Source: an optimization exercise on an open RTL-to-GDS flow (aim: small area, a short achievable clock period and few clock cycles per item). Production flows keep margins and buffers that such runs may drop. Where RTL was checked, it was by simulation tests only, not by an equivalence proof against the original.

==> branch harbor: inputs <==
## sensor_decode
module sensor_decode (
    input  wire        clk,
    input  wire        rst,
    input  wire        in_valid,
    output wire        in_ready,
    input  wire [15:0] in_cmd,
    input  wire [7:0]  in_len,
    input  wire [7:0]  in_b0,
    input  wire [7:0]  in_b1,
    input  wire [7:0]  in_b2,
    output reg         out_valid,
    input  wire        out_ready,
    output wire [7:0]  out_status,
    output wire [7:0]  out_unit,
    output wire [63:0] out_f64,
    output wire [15:0] out_int
);
    wire        is_dec = (in_cmd[15:10] == 6'b001000) && (in_cmd[7:0] == 8'd0);
    wire [1:0]  op     = in_cmd[9:8];
    wire        len_ok = op[1] ? (in_len == 8'd3) : (in_len == 8'd2);
    wire [15:0] opnd   = op[1] ? {4'd0, in_b1[3:2] & {2{~op[0]}}, in_b1[1:0], in_b2}
                               : {in_b0, in_b1};
    reg         s1_v, sk_v;
    reg  [15:0] s1_d, sk_d;
    reg  [1:0]  s1_op, sk_op;
    reg         s1_bad, sk_bad;
    assign in_ready = ~sk_v;
    wire   take     = in_valid & ~sk_v & is_dec;    
    wire   adv      = ~out_valid | out_ready;        
    always @(posedge clk) begin
        if (rst) begin
            s1_v <= 1'b0;
            sk_v <= 1'b0;
        end else if (adv) begin
            s1_v <= sk_v | take;
            sk_v <= 1'b0;
        end else if (take) begin
            sk_v <= 1'b1;
        end
    end
    always @(posedge clk) begin
        if (adv) begin
            s1_d   <= sk_v ? sk_d   : opnd;
  ...
==> module sd_back, before the edit <==
module sd_back (
    input  wire [68:0] e,
    input  wire        n,
    output wire [63:0] y
);
    wire [21:0] top = e[68:47] ^ {22{n}};
    reg  [4:0]  lz;
    integer i;
    always @* begin
        lz = 5'd21;
        for (i = 0; i < 22; i = i + 1)
            if (top[i]) lz = 21 - i;
    end
    wire [68:0]  s16 = lz[4] ? {e[52:0], 16'd0} : e;
    wire [68:0]  s8  = lz[3] ? {e[60:0], 8'd0}  : s16;
    wire [68:0]  s4  = lz[2] ? {s8[64:0], 4'd0} : s8;
    wire [68:0]  s2  = lz[1] ? {s4[66:0], 2'd0} : s4;
    wire [68:15] s1  = lz[0] ? s2[67:14]        : s2[68:15];
    reg  [14:0] por;
    always @* begin
        por[0] = e[0];
        for (i = 1; i < 15; i = i + 1)
            por[i] = por[i-1] | e[i];
    end
    reg z;
    always @* begin
        z = 1'b1;
        for (i = 0; i < 15; i = i + 1)
            if (lz == i[4:0]) z = ~por[14-i];
    end
    wire [53:0] v   = s1 ^ {54{n}};
    wire        stk = ~z;
    wire        grd = v[0] ^ (n & z);
    wire        ca  = n & z & v[0];
    wire        inc = ca | (grd & (stk | v[1]));
    wire [10:0] ex  = 11'd1030 - {6'd0, lz};
    wire [62:0] r   = {ex, v[52:1]} + {62'd0, inc};
    assign y = {n, r};
endmodule
==> module sensor_decode, before the edit <==
module sensor_decode (
    input  wire        clk,
    input  wire        rst,
    input  wire        in_valid,
    output wire        in_ready,
    input  wire [15:0] in_cmd,
    input  wire [7:0]  in_len,
    input  wire [7:0]  in_b0,
    input  wire [7:0]  in_b1,
    input  wire [7:0]  in_b2,
    output reg         out_valid,
    input  wire        out_ready,
    output wire [7:0]  out_status,
    output wire [7:0]  out_unit,
    output wire [63:0] out_f64,
    output wire [15:0] out_int
);
    wire        is_dec = (in_cmd[15:10] == 6'b001000) && (in_cmd[7:0] == 8'd0);
    wire [1:0]  op     = in_cmd[9:8];
    wire        len_ok = op[1] ? (in_len == 8'd3) : (in_len == 8'd2);
    wire [15:0] opnd   = op[1] ? {4'd0, in_b1[3:2] & {2{~op[0]}}, in_b1[1:0], in_b2}
                               : {in_b0, in_b1};
    reg         s1_v, sk_v;
    reg  [15:0] s1_d, sk_d;
    reg  [1:0]  s1_op, sk_op;
    reg         s1_bad, sk_bad;
    assign in_ready = ~sk_v;
    wire   take     = in_valid & ~sk_v & is_dec;    
    wire   adv      = ~out_valid | out_ready;        
    always @(posedge clk) begin
        if (rst) begin
            s1_v <= 1'b0;
            sk_v <= 1'b0;
        end else if (adv) begin
            s1_v <= sk_v | take;
            sk_v <= 1'b0;
        end else if (take) begin
            sk_v <= 1'b1;
        end
    end
    always @(posedge clk) begin
        if (adv) begin
            s1_d   <= sk_v ? sk_d   : opnd;
            s1_op  <= sk_v ? sk_op  : op;
            s1_bad <= sk_v ? sk_bad : ~len_ok;
        end
        if (~sk_v) begin
            sk_d   <= opnd;
            sk_op  <= op;
            sk_bad <= ~len_ok;
        end
    end
    wire [68:0] f_e;
    wire        f_n;
    sd_front u_front (.raw(s1_d), .temp(s1_op == 2'd1), .hum(s1_op == 2'd0),
                      .e(f_e), .n(f_n));
    reg         s2_v;
    reg  [68:0] s2_e;            
    reg         s2_n;
    reg  [1:0]  s2_op;
    reg         s2_bad;
    always @(posedge clk) begin
        if (rst)
            s2_v <= 1'b0;
        else if (adv)
            s2_v <= s1_v;
    end
    always @(posedge clk) begin
        if (adv) begin
            s2_e   <= {f_e[68:16], s1_op[1] ? s1_d : f_e[15:0]};
            s2_n   <= f_n;
            s2_op  <= s1_op;
            s2_bad <= s1_bad;
        end
    end
    wire [63:0] b_y;
    sd_back u_back (.e(s2_e), .n(s2_n), .y(b_y));
    reg  [63:0] r_val;           
    reg  [1:0]  r_unit;
    reg         r_bad;
    always @(posedge clk) begin
        if (rst)
            out_valid <= 1'b0;
        else if (adv)
            out_valid <= s2_v;
    end
    always @(posedge clk) begin
        if (adv) begin
            r_val  <= {b_y[63:16], s2_op[1] ? s2_e[15:0] : b_y[15:0]};
            r_unit <= {s2_op[1], s2_op != 2'd1};
            r_bad  <= s2_bad;
        end
    end
    assign out_status = {6'd0, r_bad, 1'b0};
    assign out_unit   = {6'd0, r_unit};
    assign out_f64    = r_val;
    assign out_int    = r_val[15:0];
endmodule
==> module sd_front, before the edit <==
module sd_front (
    input  wire [15:0] raw,
    input  wire        temp,
    input  wire        hum,
    output wire [68:0] e,
    output wire        n
);
    wire [15:0] m;
    assign m[0]  = raw >= 16'd2;
    assign m[1]  = raw >= 16'd3;
    assign m[2]  = raw >= 16'd6;
    assign m[3]  = raw >= 16'd12;
    assign m[4]  = raw >= 16'd24;
    assign m[5]  = raw >= 16'd47;
    assign m[6]  = raw >= 16'd94;
    assign m[7]  = raw >= 16'd187;
    assign m[8]  = raw >= 16'd373;
    assign m[9]  = raw >= 16'd746;
    assign m[10] = raw >= 16'd1492;
    assign m[11] = raw >= 16'd2984;
    assign m[12] = raw >= 16'd5968;
    assign m[13] = raw >= 16'd11935;
    assign m[14] = raw >= 16'd23870;
    assign m[15] = raw >= 16'd47739;
    wire [15:0] mt = m & {16{temp}};
    assign n = temp ? (raw < 16'd17474) : (raw < 16'd3146);
    wire [68:0] x, y, q;
    sd_prod  u_prod (.raw(raw), .temp(temp), .hum(hum), .mt(mt), .x(x), .y(y));
    sd_add69 u_add  (.a(x), .b(y), .s(q));
    wire        tie = temp & mt[0] & ~|(q[15:0] & mt);
    wire [16:0] at  = {mt, 1'b1} & ~{1'b0, mt};
    wire [16:0] el  = (q[16:0] & ~{1'b0, mt} & ~(at & {17{tie}}))
                    | {1'b0, mt[15:14], 14'd0};
    assign e = {q[68:17], el};
endmodule
clock: 35.0 ns
lec_check: 0
cap_margin: 20
core_margin: 2
core_utilization: 40
slew_margin: 20
run.sh (not shown) runs the stock make flow with config.mk's settings and CLKGATE_MAP_FILE= SYNTH_SCRIPT=/design/flow/synth_recipe.tcl, a recipe that flattens the netlist after the stock synthesis.
==> branch onyx: changes against branch harbor <==
--- a/flow/design.v
+++ b/flow/design.v
@@ -894,7 +894,8 @@
 endmodule
 module sd_back (
-    input  wire [68:0] e,
-    input  wire        n,
-    output wire [63:0] y
+    input  wire [68:12] e,
+    input  wire         o12,
+    input  wire         n,
+    output wire [63:0]  y
 );
     wire [21:0] top = e[68:47] ^ {22{n}};
@@ -906,21 +907,13 @@
             if (top[i]) lz = 21 - i;
     end
-    wire [68:0]  s16 = lz[4] ? {e[52:0], 16'd0} : e;
-    wire [68:0]  s8  = lz[3] ? {e[60:0], 8'd0}  : s16;
+    wire [68:0]  ex0 = {e, 12'd0};
+    wire [68:0]  s8  = ({69{lz[4]}} & {ex0[52:0], 16'd0}) | ({69{lz[3]}} & {ex0[60:0], 8'd0})
+                     | ({69{~lz[4] & ~lz[3]}} & ex0);
     wire [68:0]  s4  = lz[2] ? {s8[64:0], 4'd0} : s8;
     wire [68:0]  s2  = lz[1] ? {s4[66:0], 2'd0} : s4;
     wire [68:15] s1  = lz[0] ? s2[67:14]        : s2[68:15];
-    reg  [14:0] por;
-    always @* begin
-        por[0] = e[0];
-        for (i = 1; i < 15; i = i + 1)
-            por[i] = por[i-1] | e[i];
-    end
-    reg z;
-    always @* begin
-        z = 1'b1;
-        for (i = 0; i < 15; i = i + 1)
-            if (lz == i[4:0]) z = ~por[14-i];
-    end
+    wire [2:0]  hi3 = e[14:12];
+    wire        z   = ~(o12 | (hi3[0] & (lz <= 5'd2)) | (hi3[1] & (lz <= 5'd1))
+                          | (hi3[2] & (lz == 5'd0)));
     wire [53:0] v   = s1 ^ {54{n}};
     wire        stk = ~z;
@@ -929,6 +922,21 @@
     wire        inc = ca | (grd & (stk | v[1]));
     wire [10:0] ex  = 11'd1030 - {6'd0, lz};
-    wire [62:0] r   = {ex, v[52:1]} + {62'd0, inc};
-    assign y = {n, r};
+    wire [51:0] m   = v[52:1];
+    reg  [51:0] pa [0:6];
+    reg  [51:0] c;
+    integer k, d;
+    always @* begin
+        pa[0] = m;
+        for (d = 0; d < 6; d = d + 1) begin
+            pa[d+1] = pa[d];
+            for (k = 0; k < 52; k = k + 1)
+                if (((k >> d) & 1) == 1)
+                    pa[d+1][k] = pa[d][k] & pa[d][((k >> d) << d) - 1];
+        end
+        c[0] = inc;
+        for (k = 1; k < 52; k = k + 1)
+            c[k] = inc & pa[6][k-1];
+    end
+    assign y = {n, ex, m ^ c};
 endmodule
 module sensor_decode (
@@ -954,16 +962,19 @@
     wire [15:0] opnd   = op[1] ? {4'd0, in_b1[3:2] & {2{~op[0]}}, in_b1[1:0], in_b2}
                                : {in_b0, in_b1};
-    reg         s1_v, sk_v;
+    reg         s1_v, s2_v, sk_v;
     reg  [15:0] s1_d, sk_d;
-    reg  [1:0]  s1_op, sk_op;
+    reg         s1_t, s1_h, s1_a, sk_t, sk_h, sk_a;
     reg         s1_bad, sk_bad;
+    wire   en3  = ~out_valid | out_ready;
+    wire   en2  = ~s2_v | en3;
+    wire   en1  = ~s1_v | en2;
     assign in_ready = ~sk_v;
     wire   take     = in_valid & ~sk_v & is_dec;    
-    wire   adv      = ~out_valid | out_ready;        
+    wire   i_t = (op == 2'd1), i_h = (op == 2'd0), i_a = op[1];
     always @(posedge clk) begin
         if (rst) begin
             s1_v <= 1'b0;
             sk_v <= 1'b0;
-        end else if (adv) begin
+        end else if (en1) begin
             s1_v <= sk_v | take;
             sk_v <= 1'b0;
@@ -973,12 +984,16 @@
     end
     always @(posedge clk) begin
-        if (adv) begin
+        if (en1) begin
             s1_d   <= sk_v ? sk_d   : opnd;
-            s1_op  <= sk_v ? sk_op  : op;
+            s1_t   <= sk_v ? sk_t   : i_t;
+            s1_h   <= sk_v ? sk_h   : i_h;
+            s1_a   <= sk_v ? sk_a   : i_a;
             s1_bad <= sk_v ? sk_bad : ~len_ok;
         end
         if (~sk_v) begin
             sk_d   <= opnd;
-            sk_op  <= op;
+            sk_t   <= i_t;
+            sk_h   <= i_h;
+            sk_a   <= i_a;
             sk_bad <= ~len_ok;
         end
@@ -986,27 +1001,28 @@
     wire [68:0] f_e;
     wire        f_n;
-    sd_front u_front (.raw(s1_d), .temp(s1_op == 2'd1), .hum(s1_op == 2'd0),
-                      .e(f_e), .n(f_n));
-    reg         s2_v;
-    reg  [68:0] s2_e;            
+    sd_front u_front (.raw(s1_d), .temp(s1_t), .hum(s1_h), .e(f_e), .n(f_n));
+    reg  [68:12] s2_e;           
+    reg         s2_o12;          
     reg         s2_n;
-    reg  [1:0]  s2_op;
+    reg         s2_t, s2_a;
     reg         s2_bad;
     always @(posedge clk) begin
         if (rst)
             s2_v <= 1'b0;
-        else if (adv)
+        else if (en2)
             s2_v <= s1_v;
     end
     always @(posedge clk) begin
-        if (adv) begin
-            s2_e   <= {f_e[68:16], s1_op[1] ? s1_d : f_e[15:0]};
+        if (en2) begin
+            s2_e   <= {f_e[68:32], s1_a ? s1_d : f_e[31:16], f_e[15:12]};
+            s2_o12 <= |f_e[11:0];
             s2_n   <= f_n;
-            s2_op  <= s1_op;
+            s2_t   <= s1_t;
+            s2_a   <= s1_a;
             s2_bad <= s1_bad;
         end
     end
     wire [63:0] b_y;
-    sd_back u_back (.e(s2_e), .n(s2_n), .y(b_y));
+    sd_back u_back (.e(s2_e), .o12(s2_o12), .n(s2_n), .y(b_y));
     reg  [63:0] r_val;           
     reg  [1:0]  r_unit;
@@ -1015,11 +1031,11 @@
         if (rst)
             out_valid <= 1'b0;
-        else if (adv)
+        else if (en3)
             out_valid <= s2_v;
     end
     always @(posedge clk) begin
-        if (adv) begin
-            r_val  <= {b_y[63:16], s2_op[1] ? s2_e[15:0] : b_y[15:0]};
-            r_unit <= {s2_op[1], s2_op != 2'd1};
+        if (en3) begin
+            r_val  <= {b_y[63:16], s2_a ? s2_e[31:16] : b_y[15:0]};
+            r_unit <= {s2_a, ~s2_t};
             r_bad  <= s2_bad;
         end
==> flow/flow/run.sh (new file) <==
#!/bin/bash
# Layout: the standard flow (standard.sh, unchanged synthesis), with
# ORFS's timing repair asked for more setup slack than the 35 ns clock needs,
# so that it sizes and buffers the design's real critical paths.
set -euo pipefail
cd "$(dirname "$0")/.."
bash standard.sh SETUP_SLACK_MARGIN=26.5 finish > make_finish.log 2>&1
==> flow/standard.sh (new file) <==
#!/bin/bash
# synth_recipe.tcl (not shown) runs the flow's synth.tcl, then flattens the netlist and writes it again
# the make line also repeats each setting of config.mk as NAME=value (left out here)
make -C /OpenROAD-flow-scripts/flow DESIGN_CONFIG=/design/flow/config.mk WORK_HOME=/design/flow/orfs CLKGATE_MAP_FILE= SYNTH_SCRIPT=/design/flow/synth_recipe.tcl "${@:-finish}"
removed: flow/run.sh
==> branch cedar: changes against branch harbor <==
--- a/flow/design.v
+++ b/flow/design.v
@@ -24,5 +24,5 @@
     assign m[15] = raw >= 16'd47739;
     wire [15:0] mt = m & {16{temp}};
-    assign n = temp ? (raw < 16'd17474) : (raw < 16'd3146);
+    assign n = temp ? (raw < 16'd17474) : hum & (raw < 16'd3146);
     wire [68:0] x, y, q;
     sd_prod  u_prod (.raw(raw), .temp(temp), .hum(hum), .mt(mt), .x(x), .y(y));
@@ -894,7 +894,8 @@
 endmodule
 module sd_back (
-    input  wire [68:0] e,
-    input  wire        n,
-    output wire [63:0] y
+    input  wire [68:12] e,
+    input  wire         o12,
+    input  wire         n,
+    output wire [63:0]  y
 );
     wire [21:0] top = e[68:47] ^ {22{n}};
@@ -906,21 +907,13 @@
             if (top[i]) lz = 21 - i;
     end
-    wire [68:0]  s16 = lz[4] ? {e[52:0], 16'd0} : e;
-    wire [68:0]  s8  = lz[3] ? {e[60:0], 8'd0}  : s16;
+    wire [68:0]  ex0 = {e, 12'd0};
+    wire [68:0]  s8  = ({69{lz[4]}} & {ex0[52:0], 16'd0}) | ({69{lz[3]}} & {ex0[60:0], 8'd0})
+                     | ({69{~lz[4] & ~lz[3]}} & ex0);
     wire [68:0]  s4  = lz[2] ? {s8[64:0], 4'd0} : s8;
     wire [68:0]  s2  = lz[1] ? {s4[66:0], 2'd0} : s4;
     wire [68:15] s1  = lz[0] ? s2[67:14]        : s2[68:15];
-    reg  [14:0] por;
-    always @* begin
-        por[0] = e[0];
-        for (i = 1; i < 15; i = i + 1)
-            por[i] = por[i-1] | e[i];
-    end
-    reg z;
-    always @* begin
-        z = 1'b1;
-        for (i = 0; i < 15; i = i + 1)
-            if (lz == i[4:0]) z = ~por[14-i];
-    end
+    wire [2:0]  hi3 = e[14:12];
+    wire        z   = ~(o12 | (hi3[0] & (lz <= 5'd2)) | (hi3[1] & (lz <= 5'd1))
+                          | (hi3[2] & (lz == 5'd0)));
     wire [53:0] v   = s1 ^ {54{n}};
     wire        stk = ~z;
@@ -929,6 +922,21 @@
     wire        inc = ca | (grd & (stk | v[1]));
     wire [10:0] ex  = 11'd1030 - {6'd0, lz};
-    wire [62:0] r   = {ex, v[52:1]} + {62'd0, inc};
-    assign y = {n, r};
+    wire [51:0] m   = v[52:1];
+    reg  [51:0] pa [0:6];
+    reg  [51:0] c;
+    integer k, d;
+    always @* begin
+        pa[0] = m;
+        for (d = 0; d < 6; d = d + 1) begin
+            pa[d+1] = pa[d];
+            for (k = 0; k < 52; k = k + 1)
+                if (((k >> d) & 1) == 1)
+                    pa[d+1][k] = pa[d][k] & pa[d][((k >> d) << d) - 1];
+        end
+        c[0] = inc;
+        for (k = 1; k < 52; k = k + 1)
+            c[k] = inc & pa[6][k-1];
+    end
+    assign y = {n, ex, m ^ c};
 endmodule
 module sensor_decode (
@@ -952,33 +960,43 @@
     wire [1:0]  op     = in_cmd[9:8];
     wire        len_ok = op[1] ? (in_len == 8'd3) : (in_len == 8'd2);
-    wire [15:0] opnd   = op[1] ? {4'd0, in_b1[3:2] & {2{~op[0]}}, in_b1[1:0], in_b2}
-                               : {in_b0, in_b1};
-    reg         s1_v, sk_v;
+    wire [15:0] opnd   = {op[1] ? in_b2 : in_b0,
+                          in_b1[7:4], in_b1[3:2] & ~{2{op[1] & op[0]}}, in_b1[1:0]};
+    reg         s1_v, s2_v, sk_v, rdy;
     reg  [15:0] s1_d, sk_d;
-    reg  [1:0]  s1_op, sk_op;
+    reg         s1_t, s1_h, s1_a, sk_t, sk_h, sk_a;
     reg         s1_bad, sk_bad;
-    assign in_ready = ~sk_v;
+    wire   en3  = ~out_valid | out_ready;
+    wire   en2  = ~s2_v | en3;
+    wire   en1  = ~s1_v | en2;
+    assign in_ready = rdy;
     wire   take     = in_valid & ~sk_v & is_dec;    
-    wire   adv      = ~out_valid | out_ready;        
+    wire   i_t = (op == 2'd1), i_h = (op == 2'd0), i_a = op[1];
     always @(posedge clk) begin
         if (rst) begin
             s1_v <= 1'b0;
             sk_v <= 1'b0;
-        end else if (adv) begin
+            rdy  <= 1'b1;
+        end else if (en1) begin
             s1_v <= sk_v | take;
             sk_v <= 1'b0;
+            rdy  <= 1'b1;
         end else if (take) begin
             sk_v <= 1'b1;
+            rdy  <= 1'b0;
         end
     end
     always @(posedge clk) begin
-        if (adv) begin
+        if (en1) begin
             s1_d   <= sk_v ? sk_d   : opnd;
-            s1_op  <= sk_v ? sk_op  : op;
+            s1_t   <= sk_v ? sk_t   : i_t;
+            s1_h   <= sk_v ? sk_h   : i_h;
+            s1_a   <= sk_v ? sk_a   : i_a;
             s1_bad <= sk_v ? sk_bad : ~len_ok;
         end
         if (~sk_v) begin
             sk_d   <= opnd;
-            sk_op  <= op;
+            sk_t   <= i_t;
+            sk_h   <= i_h;
+            sk_a   <= i_a;
             sk_bad <= ~len_ok;
         end
@@ -986,27 +1004,28 @@
     wire [68:0] f_e;
     wire        f_n;
-    sd_front u_front (.raw(s1_d), .temp(s1_op == 2'd1), .hum(s1_op == 2'd0),
-                      .e(f_e), .n(f_n));
-    reg         s2_v;
-    reg  [68:0] s2_e;            
+    sd_front u_front (.raw(s1_d), .temp(s1_t), .hum(s1_h), .e(f_e), .n(f_n));
+    reg  [68:12] s2_e;           
+    reg         s2_o12;          
     reg         s2_n;
-    reg  [1:0]  s2_op;
+    reg         s2_t, s2_a;
     reg         s2_bad;
     always @(posedge clk) begin
         if (rst)
             s2_v <= 1'b0;
-        else if (adv)
+        else if (en2)
             s2_v <= s1_v;
     end
     always @(posedge clk) begin
-        if (adv) begin
-            s2_e   <= {f_e[68:16], s1_op[1] ? s1_d : f_e[15:0]};
+        if (en2) begin
+            s2_e   <= {f_e[68:32], s1_a ? {4'd0, s1_d[3:0], s1_d[15:8]} : f_e[31:16], f_e[15:12]};
+            s2_o12 <= |f_e[11:0];
             s2_n   <= f_n;
-            s2_op  <= s1_op;
+            s2_t   <= s1_t;
+            s2_a   <= s1_a;
             s2_bad <= s1_bad;
         end
     end
     wire [63:0] b_y;
-    sd_back u_back (.e(s2_e), .n(s2_n), .y(b_y));
+    sd_back u_back (.e(s2_e), .o12(s2_o12), .n(s2_n), .y(b_y));
     reg  [63:0] r_val;           
     reg  [1:0]  r_unit;
@@ -1015,11 +1034,11 @@
         if (rst)
             out_valid <= 1'b0;
-        else if (adv)
+        else if (en3)
             out_valid <= s2_v;
     end
     always @(posedge clk) begin
-        if (adv) begin
-            r_val  <= {b_y[63:16], s2_op[1] ? s2_e[15:0] : b_y[15:0]};
-            r_unit <= {s2_op[1], s2_op != 2'd1};
+        if (en3) begin
+            r_val  <= b_y;
+            r_unit <= {s2_a, ~s2_t};
             r_bad  <= s2_bad;
         end
==> flow/flow/run.sh (new file) <==
#!/bin/bash
# Layout: the standard flow (standard.sh, unchanged synthesis), with
#  - the buffers that synthesis (ABC) inserted removed at floorplan, before
#    the standard repair_design sizes and buffers the netlist again;
#  - ORFS's timing repair asked for more setup slack than the 35 ns clock
#    needs, so that it sizes and buffers the design's real critical paths;
#  - every port buffered with buf_1 rather than the default buffer cell.
set -euo pipefail
cd "$(dirname "$0")/.."
bash standard.sh REMOVE_ABC_BUFFERS=1 SETUP_SLACK_MARGIN=26.9 \
    "BUFFER_PORTS_ARGS=-buffer_cell sky130_fd_sc_hd__buf_1" finish > make_finish.log 2>&1
==> flow/standard.sh (new file) <==
#!/bin/bash
# synth_recipe.tcl (not shown) runs the flow's synth.tcl, then flattens the netlist and writes it again
# the make line also repeats each setting of config.mk as NAME=value (left out here)
make -C /OpenROAD-flow-scripts/flow DESIGN_CONFIG=/design/flow/config.mk WORK_HOME=/design/flow/orfs CLKGATE_MAP_FILE= SYNTH_SCRIPT=/design/flow/synth_recipe.tcl "${@:-finish}"
CORE_UTILIZATION = 55   (was 40)
SYNTH_HIERARCHICAL = 1   (was not set)
removed: flow/run.sh
==> notes <==
The lowest global-route usage belongs to branch onyx, the highest to branch cedar.
Via count, lowest first: branch cedar, branch onyx, branch harbor.
Clock skew, lowest first: branch harbor, branch onyx, branch cedar.
Between branch cedar and branch onyx, the lower core utilization is in branch onyx (gap 11 points).
Testbench counts of branch cedar, summed over its fixed seeds: cycles 32,024, items 32,000.
For branch harbor and branch onyx, only the layout was checked, not whether the RTL still works.

==> port drivers added, routing unchanged <==
The flow's constraints put no driver on any port. The routed layouts listed below were extracted and timed again, unchanged, in two steps.
Step 1 assumes that a clkbuf_16 drives the clock port and a buf_2 every other input.
Step 2 moves the port delays by t, midway between the first and last clock arrival at a register: inputs arrive t later, outputs are due t later. That takes back most of the time a late clock gives input paths.
Slacks: no drivers / after step 1 / after step 2; pairs: no drivers / after step 1.
| run | t (ns) | setup WS [ns] | worst setup path after step 2 | pins driven straight from the clock port |
|---|---|---|---|---|
| branch harbor | 0.541 | 25.622 / 25.654 / 25.113 | input to register | 1 |
| branch onyx | 0.535 | 26.597 / 26.543 / 26.267 | input to register | 1 |
| branch cedar | 0.499 | 26.995 / 26.948 / 26.637 | input to register | 1 |
After both steps every run listed still meets setup and hold. The setup slack of branch harbor, which loses most, moves by +0.032 ns with the drivers and by -0.509 ns with both steps.
